This is an optimization exercise on Yosys and OpenROAD, whose aim is small area, a short achievable clock period and few clock cycles, not a production implementation. Power and IR drop assume default switching activity.

==> build 20 <==
==> flow/design.v <==
module tdm_deframer (
    input  wire        clk,
    input  wire        rst,           
    input  wire        ev_valid,
    output wire        ev_ready,
    input  wire [7:0]  ev_hdr,
    input  wire [31:0] ev_pos,
    input  wire [31:0] ev_payload,
    output reg  [1:0]  want,          
    output wire        fatal,
    output wire        rec_valid,
    input  wire        rec_ready,
    output reg  [4:0]  rec_cls,
    output reg         rec_line,
    output reg  [3:0]  rec_slot,
    output reg  [3:0]  rec_field,
    output reg  [19:0] rec_value,
    output reg  [4:0]  rec_width,
    output reg  [31:0] rec_start,
    output reg  [31:0] rec_end
);
    localparam [2:0] K_FALL  = 3'd1,
                     K_RISE  = 3'd2,
                     K_END   = 3'd3,
                     K_RESET = 3'd4,
                     K_SETUP = 3'd6;
    localparam [2:0] PH_UNCONF    = 3'd0,
                     PH_AWAIT_1ST = 3'd1,
                     PH_AWAIT_FAL = 3'd2,
                     PH_AWAIT_RIS = 3'd3,
                     PH_ENDED     = 3'd4,
                     PH_CFG_ERR   = 3'd5;
    localparam [3:0] F_BIT = 4'd0, F_SLOTRAW = 4'd1, F_READY = 4'd2,
                     F_VALID = 4'd3, F_RSV = 4'd4, F_CODEC = 4'd5,
                     F_RW = 4'd6, F_ADDR = 4'd7, F_DATA = 4'd8, F_RAW = 4'd9;
    localparam [4:0] CLS_ERROR = 5'd31;
    reg  [2:0]  phase;
    reg  [31:0] last_pos;
    reg         last_pos_vld;
    reg         lat_out, lat_in;
    reg         hb;
    reg  [31:0] b_pos;
    reg         b_sync, b_first, b_lo, b_li;
    reg         hl;
    reg         hl_sync, hl_first;
    reg  [31:0] p_cur;          
    reg         sync_prev;
    reg         frame_act;
    reg  [3:0]  slot_k;
    reg  [4:0]  slot_j;
    reg  [19:0] sr_out, sr_in;
    reg  [11:0] valid_out, valid_in;
    reg  [31:0] pos_s;          
    reg  [31:0] cap_a;          
    reg  [31:0] cap_b;          
    reg  [31:0] cap_c;          
    reg         bit_ph;         
    reg         sv;             
    reg  [13:2] em_oh;          
    reg  [3:0]  em_k;           
    reg  [3:0]  em_kc;          
    assign fatal = (phase == PH_CFG_ERR);
    always @(*) begin
        case (phase)
            PH_AWAIT_1ST, PH_AWAIT_RIS: want = 2'd2;
            PH_AWAIT_FAL:               want = 2'd1;
            default:                    want = 2'd0;
        endcase
    end
    assign ev_ready = !(hb && hl);
    wire [2:0] kind     = ev_hdr[2:0];
    wire       hdr_rsvd = (kind == 3'd0) || (kind == 3'd7) || ev_hdr[7];
    wire       pos_ok   = !last_pos_vld || (ev_pos > last_pos);
    wire       ev_take  = ev_valid && ev_ready && !hdr_rsvd;
    wire do_setup = ev_take && (kind == K_SETUP);
    wire do_reset = ev_take && (kind == K_RESET) && (phase != PH_CFG_ERR);
    wire do_end   = ev_take && (kind == K_END) &&
                    (phase != PH_UNCONF) && (phase != PH_CFG_ERR);
    wire do_fall  = ev_take && (kind == K_FALL) && (phase == PH_AWAIT_FAL) && pos_ok;
    wire do_rise1 = ev_take && (kind == K_RISE) && (phase == PH_AWAIT_1ST) && pos_ok;
    wire do_rise  = ev_take && (kind == K_RISE) && (phase == PH_AWAIT_RIS) && pos_ok;
    wire do_rx    = do_rise1 || do_rise;
    wire pop    = !sv && hb && (b_first || (bit_ph && rec_ready));
    wire b_free = !hb || pop;
    wire       start   = !sync_prev && b_sync;
    wire       acc     = start || (frame_act && (slot_k != 4'd13));
    wire [4:0] acc_j   = start ? 5'd0 : slot_j;
    wire [3:0] acc_k   = start ? 4'd0 : slot_k;
    wire [4:0] acc_jn  = acc_j + 5'd1;
    wire       acc_k0  = (acc_k == 4'd0);
    wire       acc_cmp = acc_k0 ? (acc_j == 5'd15) : (acc_j == 5'd19);
    wire [19:0] sr_out_n = {sr_out[18:0], b_lo};
    wire [19:0] sr_in_n  = {sr_in[18:0],  b_li};
    wire       cap_b_at = acc_k0 ? (acc_j == 5'd12) :
                          (acc_k == 4'd1) ? (acc_j == 5'd7)  :
                          (acc_k == 4'd2) && (acc_j == 5'd15);
    wire [19:0] v_out = em_kc[0] ? {4'd0, sr_out[15:0]} : sr_out;
    wire [19:0] v_in  = em_kc[0] ? {4'd0, sr_in[15:0]}  : sr_in;
    wire        vb_out = valid_out[4'd12 - em_k];
    wire        vb_in  = valid_in[4'd12 - em_k];
    wire [4:0] rm_out = em_kc[0] ? {1'b1, v_out[2], 3'b111} :
                        !vb_out  ? 5'b00000 :
                        em_kc[1] ? {1'b0, (v_out[11:0] != 12'd0), 3'b111} :
                        em_kc[2] ? {2'b00, (v_out[3:0] != 4'd0), 2'b11} :
                                   5'b00001;
    wire [4:0] rm_in  = em_kc[0] ? {1'b1, v_in[2], 3'b111} :
                        !vb_in   ? 5'b00000 :
                        em_kc[1] ? {(v_in[11:0] != 12'd0), 1'b1, 1'b1, v_in[19], 1'b1} :
                        em_kc[2] ? {2'b00, (v_in[3:0] != 4'd0), 2'b11} :
                                   5'b00001;
    wire [13:2] present = {rm_in, rm_out, 2'b11};
    reg  [13:2] above, nx_oh;
    reg         seen;
    integer     i;
    always @(*) begin
        seen = 1'b0;
        for (i = 2; i <= 13; i = i + 1) begin
            above[i] = seen;
            seen = seen | em_oh[i];
        end
        seen = 1'b0;
        for (i = 2; i <= 13; i = i + 1) begin
            nx_oh[i] = present[i] && above[i] && !seen;
            seen = seen | (present[i] && above[i]);
        end
    end
    wire em_last = !seen;
    always @(posedge clk) begin
        if (do_setup) begin
            phase        <= (ev_payload[3:0] == 4'hf) ? PH_AWAIT_1ST : PH_CFG_ERR;
            last_pos_vld <= 1'b0;
        end
        if (do_reset) begin
            phase        <= (phase == PH_UNCONF) ? PH_UNCONF : PH_AWAIT_1ST;
            last_pos_vld <= 1'b0;
        end
        if (do_end) begin
            phase        <= PH_ENDED;
            last_pos_vld <= 1'b0;
        end
        if (do_fall) begin
            lat_out      <= ev_hdr[4];
            lat_in       <= ev_hdr[5];
            phase        <= PH_AWAIT_RIS;
        end
        if (do_rx)
            phase        <= PH_AWAIT_FAL;
        if (do_fall || do_rx) begin
            last_pos     <= ev_pos;
            last_pos_vld <= 1'b1;
        end
        if (b_free) begin
            if (hl) begin
                b_pos   <= last_pos;
                b_sync  <= hl_sync;
                b_first <= hl_first;
            end else begin
                b_pos   <= ev_pos;
                b_sync  <= ev_hdr[3];
                b_first <= (phase == PH_AWAIT_1ST);
            end
            b_lo <= lat_out;
            b_li <= lat_in;
        end
        if (do_rx) begin
            hl_sync  <= ev_hdr[3];
            hl_first <= do_rise1;
        end
        hb <= b_free ? (hl || do_rx) : 1'b1;
        hl <= b_free ? 1'b0 : (hl || do_rx);
        if (!sv && hb && !b_first && rec_ready)
            bit_ph <= !bit_ph;
        if (sv && rec_ready) begin
            if (em_last)
                sv <= 1'b0;
            em_oh <= nx_oh;
        end
        if (pop) begin
            p_cur     <= b_pos;
            sync_prev <= b_sync;
            if (b_first) begin
                frame_act <= 1'b0;
            end else begin
                if (start)
                    frame_act <= 1'b1;
                sv    <= acc && acc_cmp;
                em_oh <= 12'b1;
                em_k  <= acc_k;
                em_kc <= {acc_k > 4'd2, acc_k == 4'd2, acc_k == 4'd1, acc_k0};
                if (acc) begin
                    sr_out <= sr_out_n;
                    sr_in  <= sr_in_n;
                    if (acc_j == 5'd0)   pos_s <= p_cur;
                    if (acc_j == 5'd0)   cap_a <= b_pos;
                    if (cap_b_at)        cap_b <= b_pos;
                    if (acc_j == 5'd13)  cap_c <= b_pos;
                    if (acc_cmp) begin
                        slot_j <= 5'd0;
                        slot_k <= acc_k + 4'd1;
                        if (acc_k0) begin
                            valid_out <= sr_out_n[14:3];
                            valid_in  <= sr_in_n[14:3];
                        end
                    end else begin
                        slot_j <= acc_jn;
                        slot_k <= acc_k;
                    end
                end
            end
        end
        if (rst) begin
            phase        <= PH_UNCONF;
            last_pos_vld <= 1'b0;
            hb           <= 1'b0;
            hl           <= 1'b0;
            bit_ph       <= 1'b0;
            sv           <= 1'b0;
        end
    end
    assign rec_valid = sv || (hb && !b_first);
    wire e_raw  = em_oh[2] | em_oh[3];
    wire r_line = em_oh[3] | em_oh[9] | em_oh[10] | em_oh[11] | em_oh[12] | em_oh[13];
    wire [4:0] r_oh = em_oh[8:4] | em_oh[13:9];      
    wire [19:0] r_v = r_line ? v_in : v_out;
    wire k0 = em_kc[0], k1 = em_kc[1], k2 = em_kc[2], k3 = em_kc[3];
    wire k1o = k1 & !r_line, k1i = k1 & r_line;
    wire f_ready = k0 & r_oh[0];
    wire f_valid = k0 & r_oh[1];
    wire f_rsv0  = k0 & (r_oh[2] | r_oh[3]);
    wire f_codec = k0 & r_oh[4];
    wire f_rw    = k1o & r_oh[0];
    wire f_rsv1  = k1i & (r_oh[0] | r_oh[1]);
    wire f_addr  = (k1o & r_oh[1]) | (k1i & r_oh[2]);
    wire f_rsv12 = (k1o & (r_oh[2] | r_oh[3])) | (k1i & (r_oh[3] | r_oh[4]));
    wire f_data  = k2 & r_oh[0];
    wire f_rsv4  = k2 & (r_oh[1] | r_oh[2]);
    wire f_raw   = k3;
    wire f_err   = (k0 & r_oh[3]) | (k1o & r_oh[3]) | (k1i & (r_oh[1] | r_oh[4])) |
                   (k2 & r_oh[2]);
    always @(*) begin
        if (!sv) begin
            rec_line  = bit_ph;
            rec_cls   = {4'd0, bit_ph};
            rec_slot  = 4'd15;
            rec_field = F_BIT;
            rec_width = 5'd1;
            rec_value = {19'd0, bit_ph ? b_li : b_lo};
            rec_start = p_cur;
            rec_end   = b_pos;
        end else begin
            rec_line  = r_line;
            rec_slot  = em_k;
            if (e_raw)
                rec_cls = {4'd1, r_line};
            else if (f_err)
                rec_cls = CLS_ERROR;
            else
                rec_cls = 5'd4 + (r_line ? 5'd13 : 5'd0) + {1'b0, em_k};
            rec_field = e_raw ? F_SLOTRAW :
                        f_ready ? F_READY : f_valid ? F_VALID : f_codec ? F_CODEC :
                        f_rw ? F_RW : f_addr ? F_ADDR : f_data ? F_DATA :
                        f_raw ? F_RAW : F_RSV;
            rec_width = (e_raw & k0) ? 5'd16 : (e_raw | f_raw) ? 5'd20 :
                        f_valid ? 5'd12 : f_codec ? 5'd2 : f_addr ? 5'd7 :
                        f_rsv12 ? 5'd12 : f_data ? 5'd16 : f_rsv4 ? 5'd4 : 5'd1;
            rec_value = (e_raw | f_raw) ? r_v :
                        f_ready ? {19'd0, r_v[15]} :
                        f_valid ? {8'd0, r_v[14:3]} :
                        f_rsv0  ? {19'd0, r_v[2]} :
                        f_codec ? {18'd0, r_v[1:0]} :
                        (f_rw | f_rsv1) ? {19'd0, r_v[19]} :
                        f_addr  ? {13'd0, r_v[18:12]} :
                        f_rsv12 ? {8'd0, r_v[11:0]} :
                        f_data  ? {4'd0, r_v[19:4]} :
                                  {16'd0, r_v[3:0]};
            rec_start = (f_valid | f_addr) ? cap_a :
                        (f_rsv0 | f_rsv12 | f_rsv4) ? cap_b :
                        f_codec ? cap_c : pos_s;
            rec_end   = (f_ready | f_rw | f_rsv1) ? cap_a :
                        (f_valid | f_addr | f_data) ? cap_b :
                        f_rsv0 ? cap_c : p_cur;
        end
    end
endmodule
==> flow/run.sh <==
#!/bin/bash
# synth_recipe.tcl (not shown) runs the flow's synth.tcl, then flattens the netlist and writes it again
# the make line also repeats each setting of config.mk as NAME=value (left out here)
make -C /OpenROAD-flow-scripts/flow DESIGN_CONFIG=/design/flow/config.mk WORK_HOME=/design/flow/orfs CLKGATE_MAP_FILE= SYNTH_SCRIPT=/design/flow/synth_recipe.tcl finish
==> flow/config.mk <==
export PLATFORM = sky130hd
export DESIGN_NAME = tdm_deframer
export DESIGN_NICKNAME = tdm_deframer
export VERILOG_FILES = /design/flow/design.v
export SDC_FILE = /design/flow/constraint.sdc
export NUM_CORES = 4
export LEC_CHECK = 0
export CAP_MARGIN = 20
export CORE_MARGIN = 2
export CORE_UTILIZATION = 40
export PLACE_DENSITY = 0.6
export SLEW_MARGIN = 20
==> flow/constraint.sdc <==
create_clock -name core_clock -period 10.0 [get_ports {clk}]
set_input_delay 2.0000 -clock core_clock [delete_from_list [all_inputs] [get_ports {clk}]]
set_output_delay 2.0000 -clock core_clock [all_outputs]
set_load 0.01 [all_outputs]
==> trial 89 (differences from build 20) <==
- CORE_UTILIZATION: 40 -> 60
- PLACE_DENSITY: 0.6 -> 0.7
- SETUP_SLACK_MARGIN: default -> 5
==> notes <==
Of trial 89 and build 20, trial 89 has the higher wire length (gap about 2.2%, measured against build 20). Critical path depth is the same in build 20 and trial 89. Between build 20 and trial 89, the lower setup slack is in build 20 (gap 1.3 ns). Sequential share of layout area: trial 89 is lower than build 20 (1.7 points). Cell count: trial 89 is lower than build 20 (about 6.4%). Against trial 89, the register-to-register slack of build 20 is lower by 0.35 ns. In area after synthesis, build 20 and trial 89 do not differ. In build 20 the clock power is higher than in trial 89, by about 5%. Fmax: build 20 is lower than trial 89 (about 20%).
Function was not checked in any run of this note: the RTL went through the layout flow alone.

[afterwards: timing with drivers on the ports]
No port has a modelled driver above. Below, the same layouts with a new extraction and two added sets of constraints.
Step 1 assumes that a clkbuf_16 drives the clock port and a buf_2 every other input.
Step 2, shift: input delay + t, output delay - t, t = (earliest + latest rising clock arrival at the registers) / 2. This alone moves slack from input paths to output paths.
Three values: ideal, step 1, step 2; two values: the first two.
run	t (ns)	setup slack, ns	worst setup path at the end
build 20	0.593	3.608 / 3.557 / 4.149	register to output
trial 89	0.568	4.872 / 4.818 / 4.761	input to register
After both steps setup and hold are still met in every run listed. The setup slack of trial 89, which loses most, moves by -0.054 ns with the drivers and by -0.111 ns with both steps.
